Source: an optimization exercise on an open RTL-to-GDS flow (aim: small area, a short achievable clock period and few clock cycles per item). Production flows keep margins and buffers that such runs may drop. At most, simulation tests tie the RTL to the original design; equivalence was not proved. Power and IR drop assume default switching activity.

==> wip/tundra: inputs <==
// modbus_engine
module modbus_engine #(
    parameter N_COIL    = 64,
    parameter N_DI      = 32,
    parameter N_HR      = 32,
    parameter N_IR      = 16,
    parameter BASE_COIL = 16'h0010,
    parameter BASE_DI   = 16'h0200,
    parameter BASE_HR   = 16'h0100,
    parameter BASE_IR   = 16'h0300,
    parameter EXC_ADDR  = 8'h02
) (
    input  wire               clk,
    input  wire               rst,
    input  wire               rx_valid,
    input  wire [7:0]         rx_data,
    output wire               rx_ready,
    output wire               tx_valid,
    output wire [7:0]         tx_data,
    output wire               tx_last,
    input  wire               tx_ready,
    input  wire [N_DI-1:0]    di_in,
    input  wire [16*N_IR-1:0] ir_in
);
    integer i, b;
    reg         rdy_q;       
    reg  [4:0]  pos;         
    reg  [4:0]  posp1;       
    reg  [15:0] rem;         
    reg         rem1;        
    reg         rhz;         
    reg         decided;     
    reg         dec_q;       
    reg         short_q;     
    reg         pend;        
    reg  [1:0]  rc_q;        
    reg         p_hr, p_coil, p_reg;  
    reg         rc_ok;       
    reg         ex_q;        
    reg         ex2_q;       
    reg         rst_q;       
    reg         hdr_ok;      
    reg         tstarted;    
    reg  [7:0]  f0, f1, f2, f3, f6, f7, f8, f9, f10, f11, f12, f13, f14, f15, f16;
    reg  [6:0]  wleft;       
    reg  [5:0]  wptr;        
    reg         w0f;         
    reg         we_q;        
    reg         cwe_q;       
    reg  [15:0] wd_q;
    reg  [5:0]  wa_q;
    reg  [7:0]  cm_q;        
    reg  [63:0]  coil;
    reg  [511:0] hr;
    reg         tx_act;
    reg         tx_desc;     
    reg  [6:0]  o;           
    reg  [1:0]  tx_exc;
    reg         tx_bits, tx_regs, tx_echo, tx_pin, tx_17, tx_rwok;
    reg  [5:0]  wend_q;      
    reg         rwq_ok;      
    reg  [6:0]  tx_lo;       
    reg         o_lt5;       
    reg         o_ge9;       
    reg  [4:0]  tp;          
    reg  [4:0]  ra;          
    reg         rmw_q;       
    reg  [3:0]  tg;          
    reg  [2:0]  tsh;         
    reg  [6:0]  tbl;         
    reg         bpre;        
    reg  [15:0] rw_q;        
  ...
Settings: LEC_CHECK=0, CAP_MARGIN=60, CORE_MARGIN=2, CORE_UTILIZATION=50, CTS_CLUSTER_DIAMETER=70, CTS_CLUSTER_SIZE=30, PLACE_DENSITY=0.6, SLEW_MARGIN=60; clock period 12.0 ns.
standard.sh (not shown) runs the stock make flow with config.mk's settings and CLKGATE_MAP_FILE= SYNTH_SCRIPT=/design/flow/synth_recipe.tcl, a recipe that flattens the netlist after the stock synthesis.
==> flow/flow/run.sh <==
#!/bin/bash
# The standard layout; only the port buffer cell is chosen here (buf_2
# instead of the buffer ORFS picks by default). Every tool's output goes to
# standard.log in this folder.
export BUFFER_PORTS_ARGS="-buffer_cell sky130_fd_sc_hd__buf_2"
bash standard.sh > standard.log 2>&1
==> inputs of wip/raven, as changes to wip/tundra <==
--- a/flow/design.v
+++ b/flow/design.v
@@ -20,17 +20,18 @@
     input  wire               tx_ready,
     input  wire [N_DI-1:0]    di_in,
     input  wire [16*N_IR-1:0] ir_in
 );
     integer i, b;
     reg         rdy_q;       
+    reg         fld_q;       
     reg  [4:0]  pos;         
-    reg  [4:0]  posp1;       
     reg  [15:0] rem;         
     reg         rem1;        
     reg         rhz;         
+    reg         z5;          
     reg         decided;     
     reg         dec_q;       
     reg         short_q;     
     reg         pend;        
     reg  [1:0]  rc_q;        
     reg         p_hr, p_coil, p_reg;  
@@ -53,13 +54,12 @@
     reg  [511:0] hr;
     reg         tx_act;
     reg         tx_desc;     
     reg  [6:0]  o;           
     reg  [1:0]  tx_exc;
     reg         tx_bits, tx_regs, tx_echo, tx_pin, tx_17, tx_rwok;
-    reg  [5:0]  wend_q;      
     reg         rwq_ok;      
     reg  [6:0]  tx_lo;       
     reg         o_lt5;       
     reg         o_ge9;       
     reg  [4:0]  tp;          
     reg  [4:0]  ra;          
@@ -81,50 +81,61 @@
     wire fc01 = fc == 8'h01, fc02 = fc == 8'h02, fc03 = fc == 8'h03, fc04 = fc == 8'h04;
     wire fc05 = fc == 8'h05, fc06 = fc == 8'h06, fc0f = fc == 8'h0F, fc10 = fc == 8'h10;
     wire fc16 = fc == 8'h16, fc17 = fc == 8'h17;
     wire known = fc01 | fc02 | fc03 | fc04 | fc05 | fc06 | fc0f | fc10 | fc16 | fc17;
     wire [6:0] ca = A[6:0] - 7'h10;                       
     reg       ac_q, ad_q, ah_q, ai_q, wah_q, wqr_q, wq0_q, wqb_q;
-    reg [6:0] lc_q;
-    reg [5:0] l32_q, lw_q;
-    reg [4:0] li_q;
+    wire [6:0] lc_q  = 7'd64 - {1'b0, ca[5:0]};
+    wire [5:0] l32_q = 6'd32 - {1'b0, A[4:0]};
+    wire [4:0] li_q  = 5'd16 - {1'b0, A[3:0]};
+    wire [5:0] lw_q  = 6'd32 - {1'b0, WA[4:0]};
     reg       k01, k02, k03, k04, k05, k06, k0f, k10, k16, k17;
     reg [4:0] dpm1;          
     always @(posedge clk) begin
         ac_q  <= (A[15:7] == 9'd0) && (A[6:0] >= 7'h10) && (A[6:0] <= 7'h4F);
-        lc_q  <= 7'd64 - {1'b0, ca[5:0]};
         ad_q  <= A[15:5] == 11'h010;
         ah_q  <= A[15:5] == 11'h008;
-        l32_q <= 6'd32 - {1'b0, A[4:0]};
         ai_q  <= A[15:4] == 12'h030;
-        li_q  <= 5'd16 - {1'b0, A[3:0]};
         wah_q <= WA[15:5] == 11'h008;
-        lw_q  <= 6'd32 - {1'b0, WA[4:0]};
         wqr_q <= (WQ[15:6] == 10'd0) && (WQ[5:0] <= lw_q);
         wq0_q <= WQ == 16'd0;
         wqb_q <= WQ > 16'd121;
         k01 <= fc01; k02 <= fc02; k03 <= fc03; k04 <= fc04; k05 <= fc05;
         k06 <= fc06; k0f <= fc0f; k10 <= fc10; k16 <= fc16; k17 <= fc17;
         dpm1 <= dpos - 5'd1;
     end
-    wire q0       = Q == 16'd0;
+    reg  q0_r, qa_r, qb_r, qc_r, qd_r, qff_r, rgc_r, rg32_r, rgi_r;
+    wire [15:0] Qn = {f10, rx_data};
+    always @(posedge clk)
+        if (fire && pos == 5'd11) begin
+            q0_r   <= Qn == 16'd0;
+            qa_r   <= Qn > 16'd2000;
+            qb_r   <= Qn > 16'd125;
+            qc_r   <= Qn > 16'd1984;
+            qd_r   <= Qn > 16'd123;
+            qff_r  <= Qn == 16'hFF00;
+            rgc_r  <= (Qn[15:7] == 9'd0)  && (Qn[6:0] <= lc_q);
+            rg32_r <= (Qn[15:6] == 10'd0) && (Qn[5:0] <= l32_q);
+            rgi_r  <= (Qn[15:5] == 11'd0) && (Qn[4:0] <= li_q);
+        end
+    wire q0       = q0_r;
     wire [5:0] wr_end = {1'b0, WA[4:0]} + WQ[5:0];        
     wire rem_lt12 = (rem[15:8] == 8'd0) && (rem[7:0] < f12);
     wire rem_lt16 = (rem[15:8] == 8'd0) && (rem[7:0] < f16);
-    wire rng_coil = ac_q && (Q[15:7] == 9'd0)  && (Q[6:0] <= lc_q);
-    wire rng_di   = ad_q && (Q[15:6] == 10'd0) && (Q[5:0] <= l32_q);
-    wire rng_hr   = ah_q && (Q[15:6] == 10'd0) && (Q[5:0] <= l32_q);
-    wire rng_ir   = ai_q && (Q[15:5] == 11'd0) && (Q[4:0] <= li_q);
+    wire rng_coil = ac_q && rgc_r;
+    wire rng_di   = ad_q && rg32_r;
+    wire rng_hr   = ah_q && rg32_r;
+    wire rng_ir   = ai_q && rgi_r;
     wire rng_hrw  = wah_q && wqr_q;
     wire e3 = short_q ||
-        ((k01 | k02) && (q0 || Q > 16'd2000)) ||
-        ((k03 | k04) && (q0 || Q > 16'd125)) ||
-        (k05 && !q0 && Q != 16'hFF00) ||
-        (k0f && (q0 || Q > 16'd1984 || {f12, 3'b000} < Q[10:0] || rem_lt12)) ||
-        (k10 && (q0 || Q > 16'd123 || f12 != {Q[6:0], 1'b0} || rem_lt12)) ||
-        (k17 && (q0 || Q > 16'd125 || wq0_q || wqb_q || f16 != {WQ[6:0], 1'b0} || rem_lt16));
+        ((k01 | k02) && (q0 || qa_r)) ||
+        ((k03 | k04) && (q0 || qb_r)) ||
+        (k05 && !q0 && !qff_r) ||
+        (k0f && (q0 || qc_r || {f12, 3'b000} < Q[10:0] || rem_lt12)) ||
+        (k10 && (q0 || qd_r || f12 != {Q[6:0], 1'b0} || rem_lt12)) ||
+        (k17 && (q0 || qb_r || wq0_q || wqb_q || f16 != {WQ[6:0], 1'b0} || rem_lt16));
     wire e2 =
         (k01 && !rng_coil) || (k02 && !rng_di) || (k03 && !rng_hr) || (k04 && !rng_ir) ||
         (k05 && !ac_q) || ((k06 | k16) && !ah_q) || (k0f && !rng_coil) || (k10 && !rng_hr) ||
         (k17 && !(rng_hrw && rng_hr));
     wire [1:0] rc_c = !known ? 2'd1 : e3 ? 2'd3 : e2 ? 2'd2 : 2'd0;
     wire       ok_c = rc_c == 2'd0;
@@ -144,14 +155,13 @@
     wire gen_ok   = tx_act && (o_lt5 || tx_desc) && !(tx_17 && o_ge9 && o[0] && !tx_rwok && !rwq_ok);
     wire gen_adv  = gen_ok && !v1;
     wire tx_free  = !tx_act || (gen_adv && t_last);
     wire tx_early = !pend && hdr_ok && !tstarted;
     wire tx_start = tx_free && (pend || tx_early);
     wire tx_load  = pend && (tx_free || !tx_desc);
-    wire dload    = dec_q && tx_act && !tx_desc;
-    wire any_load = tx_load || dload;
+    wire any_load = tx_load;
     wire tx_hr_rd   = tx_act && tx_desc && tx_regs && !tx_pin;
     wire tx_coil_rd = tx_act && tx_desc && tx_bits && !tx_pin;
     wire tx_reg_rd  = tx_act && tx_desc && tx_regs;
     wire        fire    = rx_valid && rdy_q;
     wire        last_r  = (pos >= 5'd6) && rem1;                     
     wire        last5   = (pos == 5'd5) && rhz && (rx_data == 8'd0);     
@@ -166,30 +176,32 @@
     wire [6:0]  wl0     = dec_q ? wl_dec : wleft;
     wire [6:0]  wl1     = dec_q ? (hi_dec ? wl_dm1 : wl_dec) : last_r ? 7'd0 : wl_dn;
     wire [5:0]  wp_dec  = k0f ? ca[5:0] : k10 ? {1'b0, f9[4:0]} : {1'b0, f13[4:0]};
     wire [5:0]  wp0     = dec_q ? wp_dec : wptr;
     wire [5:0]  wp1     = dec_q ? wp_dec : (wdat && w0f) ? wptr + 6'd8 :
                           (wdat && wleft[0]) ? wptr + 6'd1 : wptr;
-    wire [4:0] pos1     = last_r ? 5'd0 : posp1;
+    wire [4:0] pos1     = last_r ? 5'd0 : (pos == 5'd17) ? pos : pos + 5'd1;
     wire       p1le13   = last_r || pos <= 5'd12;                      
     wire       p1ge9    = !last_r && pos >= 5'd8;                      
     wire       p1dp     = !last_r && pos == dpm1;                      
     wire       dec1     = trig;
     wire       decd1    = last_r ? 1'b0 : (trig | decided);
-    wire       pend_n   = (dec_q & !dload) | (pend & !tx_load);
+    wire       pend_n   = dec_q | (pend & !tx_load);
     wire       tact_n   = tx_start | (tx_act & !(gen_adv && t_last));
     wire [6:0] pz0      = {2'b00, pos};
-    wire [6:0] pz1      = last_r ? 7'd0 : (pos == 5'd17) ? pz0 : pz0 + 7'd1;
-    wire       ole0     = tx_start || (gen_adv ? (o < pz0) : (o <= pz0));
-    wire       ole1     = tx_start || (gen_adv ? (o < pz1) : (o <= pz1));
+    wire       o_le_p   = o <= pz0;
+    wire       o_eq_p1  = o == pz0 + 7'd1;
+    wire       ole0     = tx_start || (gen_adv ? (o < pz0) : o_le_p);
+    wire       ole1     = tx_start || (last_r ? (!gen_adv && o == 7'd0) :
+                                       gen_adv ? o_le_p : (o_le_p || o_eq_p1));
     wire       tst_s    = tx_early | decided;                        
     wire       tst0     = tx_start ? tst_s : tstarted;
     wire       tst1     = tx_start ? (tst_s & !last_r) : (tstarted & !last_r);
-    wire       hr_n     = tx_hr_rd   | (tx_load & p_hr)   | (dload & (fc03 | fc17));
-    wire       coil_n   = tx_coil_rd | (tx_load & p_coil) | (dload & fc01);
-    wire       reg_n    = tx_reg_rd  | (tx_load & p_reg)  | (dload & (fc03 | fc04 | fc17));
+    wire       hr_n     = tx_hr_rd   | (tx_load & p_hr);
+    wire       coil_n   = tx_coil_rd | (tx_load & p_coil);
+    wire       reg_n    = tx_reg_rd  | (tx_load & p_reg);
     wire       wnz0     = dec_q ? datafc : (wleft != 7'd0);
     wire       wnz1     = dec_q ? datafc : !last_r && (w0f ? (wleft > 7'd8) : (wleft > 7'd1));
     wire       hz_dec   = (k05 & coil_n) | (k06 & hr_n) | (k16 & (hr_n | reg_n));
     wire       w0f_n    = dec_q ? k0f : w0f;
     wire       hz_dat   = pend_n & (w0f_n ? coil_n : hr_n);           
     wire       desc_n   = any_load | (tx_desc & !tx_start);
@@ -199,18 +211,18 @@
     wire       dbub1 = dec1  && p1ge9 && k0f;                           
     wire       hb0 = (!decided && pos  >= 5'd9 && pos  == dpos && hz_dec) || (wnz0 && hz_dat);
     wire       hb1 = (!decd1   && p1ge9 && p1dp && hz_dec) || (wnz1 && hz_dat);
     wire       rdy0 = !bf0 && !hb0;
     wire       rdy1 = !bf1 && !dbub1 && !hb1;
     always @(posedge clk) begin
-        if (fire) begin
-            if (pos == 5'd0)  f0  <= rx_data;
+        if (fld_q) begin
+            if (pos == 5'd0 || z5) f0 <= rx_data;
             if (pos == 5'd1)  f1  <= rx_data;
             if (pos == 5'd2)  f2  <= rx_data;
             if (pos == 5'd3)  f3  <= rx_data;
-            if (pos == 5'd6)  f6  <= rx_data;
+            if (pos == 5'd6 && !z5) f6 <= rx_data;
             if (pos == 5'd7)  f7  <= rx_data;
             if (pos == 5'd8)  f8  <= rx_data;
             if (pos == 5'd9)  f9  <= rx_data;
             if (pos == 5'd10) f10 <= rx_data;
             if (pos == 5'd11) f11 <= rx_data;
             if (pos == 5'd12) f12 <= rx_data;
@@ -237,13 +249,12 @@
             rc_q   <= rc_c;
             rc_ok  <= ok_c;
             p_hr   <= fc03 || fc17;
             p_coil <= fc01;
             p_reg  <= fc03 || fc04 || fc17;
             w0f    <= k0f;
-            wend_q <= wr_end;
         end
         we_q  <= 1'b0;
         cwe_q <= 1'b0;
         if (ex_q) begin
             if (k05) begin
                 cwe_q <= rc_ok;
@@ -259,15 +270,15 @@
         end
         if (ex2_q && k16) begin
             we_q <= rc_ok;
             wa_q <= {1'b0, f9[4:0]};
             wd_q <= (rw_q & Q) | (WA & ~Q);
         end
-        if (fire && hi_dec)
+        if (hi_dec)
             wd_q[15:8] <= rx_data;
-        if (fire && wleft != 7'd0 && !dec_q) begin
+        if (wleft != 7'd0 && !dec_q) begin
             wa_q <= wptr;
             cm_q <= cmask;
             if (w0f || wleft[0])
                 wd_q[7:0] <= rx_data;
             else
                 wd_q[15:8] <= rx_data;
@@ -278,34 +289,36 @@
                 cwe_q <= rc_ok;
             else if (wleft[0])
                 we_q  <= rc_ok;
         end
         if (rst) begin
             rdy_q    <= 1'b0;
+            fld_q    <= 1'b0;
             pos      <= 5'd0;
-            posp1    <= 5'd1;
+            z5       <= 1'b0;
             hdr_ok   <= 1'b0;
             tstarted <= 1'b0;
             decided  <= 1'b0;
             dec_q    <= 1'b0;
             ex_q     <= 1'b0;
             ex2_q    <= 1'b0;
             pend     <= 1'b0;
             wleft    <= 7'd0;
             we_q     <= 1'b0;
             cwe_q    <= 1'b0;
         end else begin
             rdy_q <= fire ? rdy1 : rdy0;
+            fld_q <= fire ? !bf1 : !bf0;
             dec_q <= fire && trig;
             ex_q  <= dec_q;
             ex2_q <= ex_q;
             pend  <= pend_n;
             tstarted <= fire ? tst1 : tst0;
             hdr_ok   <= fire ? (pos == 5'd5 ? !(rhz && rx_data[7:1] == 7'd0) : hdr_ok & !last_r) : hdr_ok;
-            pos      <= fire ? (last5 ? 5'd0 : pos1) : pos;
-            posp1    <= fire ? ((last5 || last_r) ? 5'd1 : (posp1 == 5'd17) ? posp1 : posp1 + 5'd1) : posp1;
+            pos      <= z5 ? {4'd0, fire} : fire ? pos1 : pos;
+            z5       <= fire && last5;
             decided  <= fire ? decd1 : decided;
             wleft    <= fire ? wl1 : wl0;
         end
     end
     wire [15:0] hwd  = rst_q ? 16'd0 : wd_q;
     wire [15:0] dwin = {8'd0, wd_q[7:0]} << wa_q[2:0];
@@ -324,21 +337,19 @@
                         coil[8*i + b] <= dwin[b];
                     else if (cg + 4'd1 == i && mwin[8 + b])
                         coil[8*i + b] <= dwin[8 + b];
                 end
         end
     end
-    wire [1:0] s_rc   = dload ? rc_c : rc_q;
+    wire [1:0] s_rc   = rc_q;
     wire       s_exc  = s_rc != 2'd0;
     wire       s_bits = !s_exc && (fc01 || fc02);
     wire       s_regs = !s_exc && (fc03 || fc04 || fc17);
     wire [3:0] s_c8   = ({1'b0, Q[6:0]} + 8'd7) >> 3;
     wire [6:0] s_lo   = s_exc ? 7'd8 : s_bits ? 7'd8 + {3'd0, s_c8} :
                         s_regs ? 7'd8 + {Q[5:0], 1'b0} : fc16 ? 7'd13 : 7'd11;
-    wire [5:0] rd_end = {1'b0, A[4:0]} + Q[5:0];
-    wire       rw_apart = (rd_end <= {1'b0, WA[4:0]}) || (wr_end <= {1'b0, A[4:0]});
     wire [6:0] s_bb   = fc01 ? {1'b0, ca[5:0]} : {2'b10, A[4:0]};
     wire         bfetch = !bpre || (gen_adv && tx_bits && o_ge9);
     wire [6:0]   tbl8  = (tbl > 7'd8) ? tbl - 7'd8 : 7'd0;
     wire [127:0] bsp   = {32'd0, di_in, coil};
     wire [15:0]  bwin  = bsp[8*tg +: 16];
     wire [7:0]   bmask = (tbl >= 7'd8) ? 8'hFF : ((8'd1 << tbl[2:0]) - 8'd1);
@@ -375,13 +386,13 @@
     wire pop = v0 && tx_ready;
     always @(posedge clk) begin
         rw_q <= (tx_pin && !rmw_q) ? ir_in[16*ra[3:0] +: 16] : hr_rd;
         tp   <= tp_n;
         ra   <= rmw_n ? f9[4:0] : tp_n;
         rwq_ok <= !((we_q && wa_q[4:0] == ra) ||
-                    (wleft != 7'd0 && {1'b0, ra} >= wptr && {1'b0, ra} < wend_q));
+                    (wleft != 7'd0 && {1'b0, ra} >= wptr && {1'b0, ra} < wr_end));
         rmw_q <= rmw_n;
         if (rhi)
             lo_q <= rw_q[7:0];
         if (bfetch) begin
             bb_q <= (bwin >> tsh) & bmask;
             tg   <= tg + 4'd1;
@@ -418,13 +429,13 @@
             tg      <= s_bb[6:3];
             tsh     <= s_bb[2:0];
             tbl     <= Q[6:0];
             bpre    <= 1'b0;
         end
         if (any_load)
-            tx_rwok <= rw_apart;
+            tx_rwok <= 1'b0;
         else if (wleft == 7'd0 && !we_q)
             tx_rwok <= 1'b1;
         if (pop) begin
             if (v1) begin
                 d0 <= d1;
                 l0 <= l1;
CAP_MARGIN = 70   (was 60)
SLEW_MARGIN = 70   (was 60)
==> qor summary <==
Seq pwr: wip/raven 4020 uW; wip/tundra 3660 uW
Overall die height: wip/raven 306.1 um; wip/tundra 308.8 um
Status: wip/raven finished clean; wip/tundra finished clean
Synthesized cell area: wip/raven 45640 um^2; wip/tundra 46460 um^2
Cts bufs inserted: wip/raven 52; wip/tundra 53
Max VDD drop: wip/raven 0.1212 mV; wip/tundra 0.1496 mV
Headroom to the max-slew limit: wip/raven 69.50%; wip/tundra 59.14%
Wire length of the first global-routing pass: wip/raven 215800 um; wip/tundra 218900 um
Crit path largest cell delay: wip/raven 0.30 ns; wip/tundra 0.47 ns
Multiplexer area fraction after synthesis: wip/raven 16.90%; wip/tundra 16.27%
XOR/XNOR Fraction of Synth Area: wip/raven 2.064%; wip/tundra 2.055%
Worst setup path endpoint: wip/raven rgc_r; wip/tundra posp1[1]
Chip Width: wip/raven 306.1 um; wip/tundra 308.8 um
Final worst hold slack: wip/raven 0.4601 ns; wip/tundra 0.4847 ns
Leakage power figure: wip/raven 0.01839 uW; wip/tundra 0.01856 uW
Final RePlAce weighted congestion: wip/raven 0.9903; wip/tundra 1.044
Fillcell total: wip/raven 7151; wip/tundra 7508
Detailed Place HPWL: wip/raven 108600 um; wip/tundra 108100 um
Router iterations before antenna repair: wip/raven 7; wip/tundra 6
Unique cell type count in the Yosys netlist: wip/raven 83; wip/tundra 76
Fraction of power spent switching nets: wip/raven 28.66%; wip/tundra 25.26%
Capture endpoint of the worst hold path: wip/raven o_lt5; wip/tundra o_lt5
Testbench counts of wip/raven, summed over its fixed seeds: cycles 64,209, items 3,200.
No functional check of the RTL was part of wip/tundra.

[static timing again, ports no longer ideal]
The flow's constraints put no driver on any port. The routed layouts listed below were extracted and timed again, unchanged, in two steps.
Step 1 sets driving cells, clkbuf_16 on the clock port and buf_2 on the other inputs (assumed; they add their load-dependent delay and slew).
Step 2 times the ports against the registers' clock, not the clock port: input delays grow and output delays shrink by t, the midpoint of the rising clock arrivals with the driver on.
Three values: no drivers, after step 1, after step 2; two values: the first two.
| run | t (ns) | setup WS [ns] | clock arrival spread, ns | worst data-port slew with drivers (ns) |
|---|---|---|---|---|
| wip/tundra | 0.737 | 7.820 / 7.870 / 7.133 | 0.051 / 0.050 | 0.15 |
| wip/raven | 0.719 | 8.235 / 8.277 / 7.561 | 0.047 / 0.046 | 0.20 |
After both steps setup and hold are still met in every run listed. For wip/tundra, which loses most, drivers alone change the setup slack by +0.050 ns; drivers and shift together by -0.687 ns.
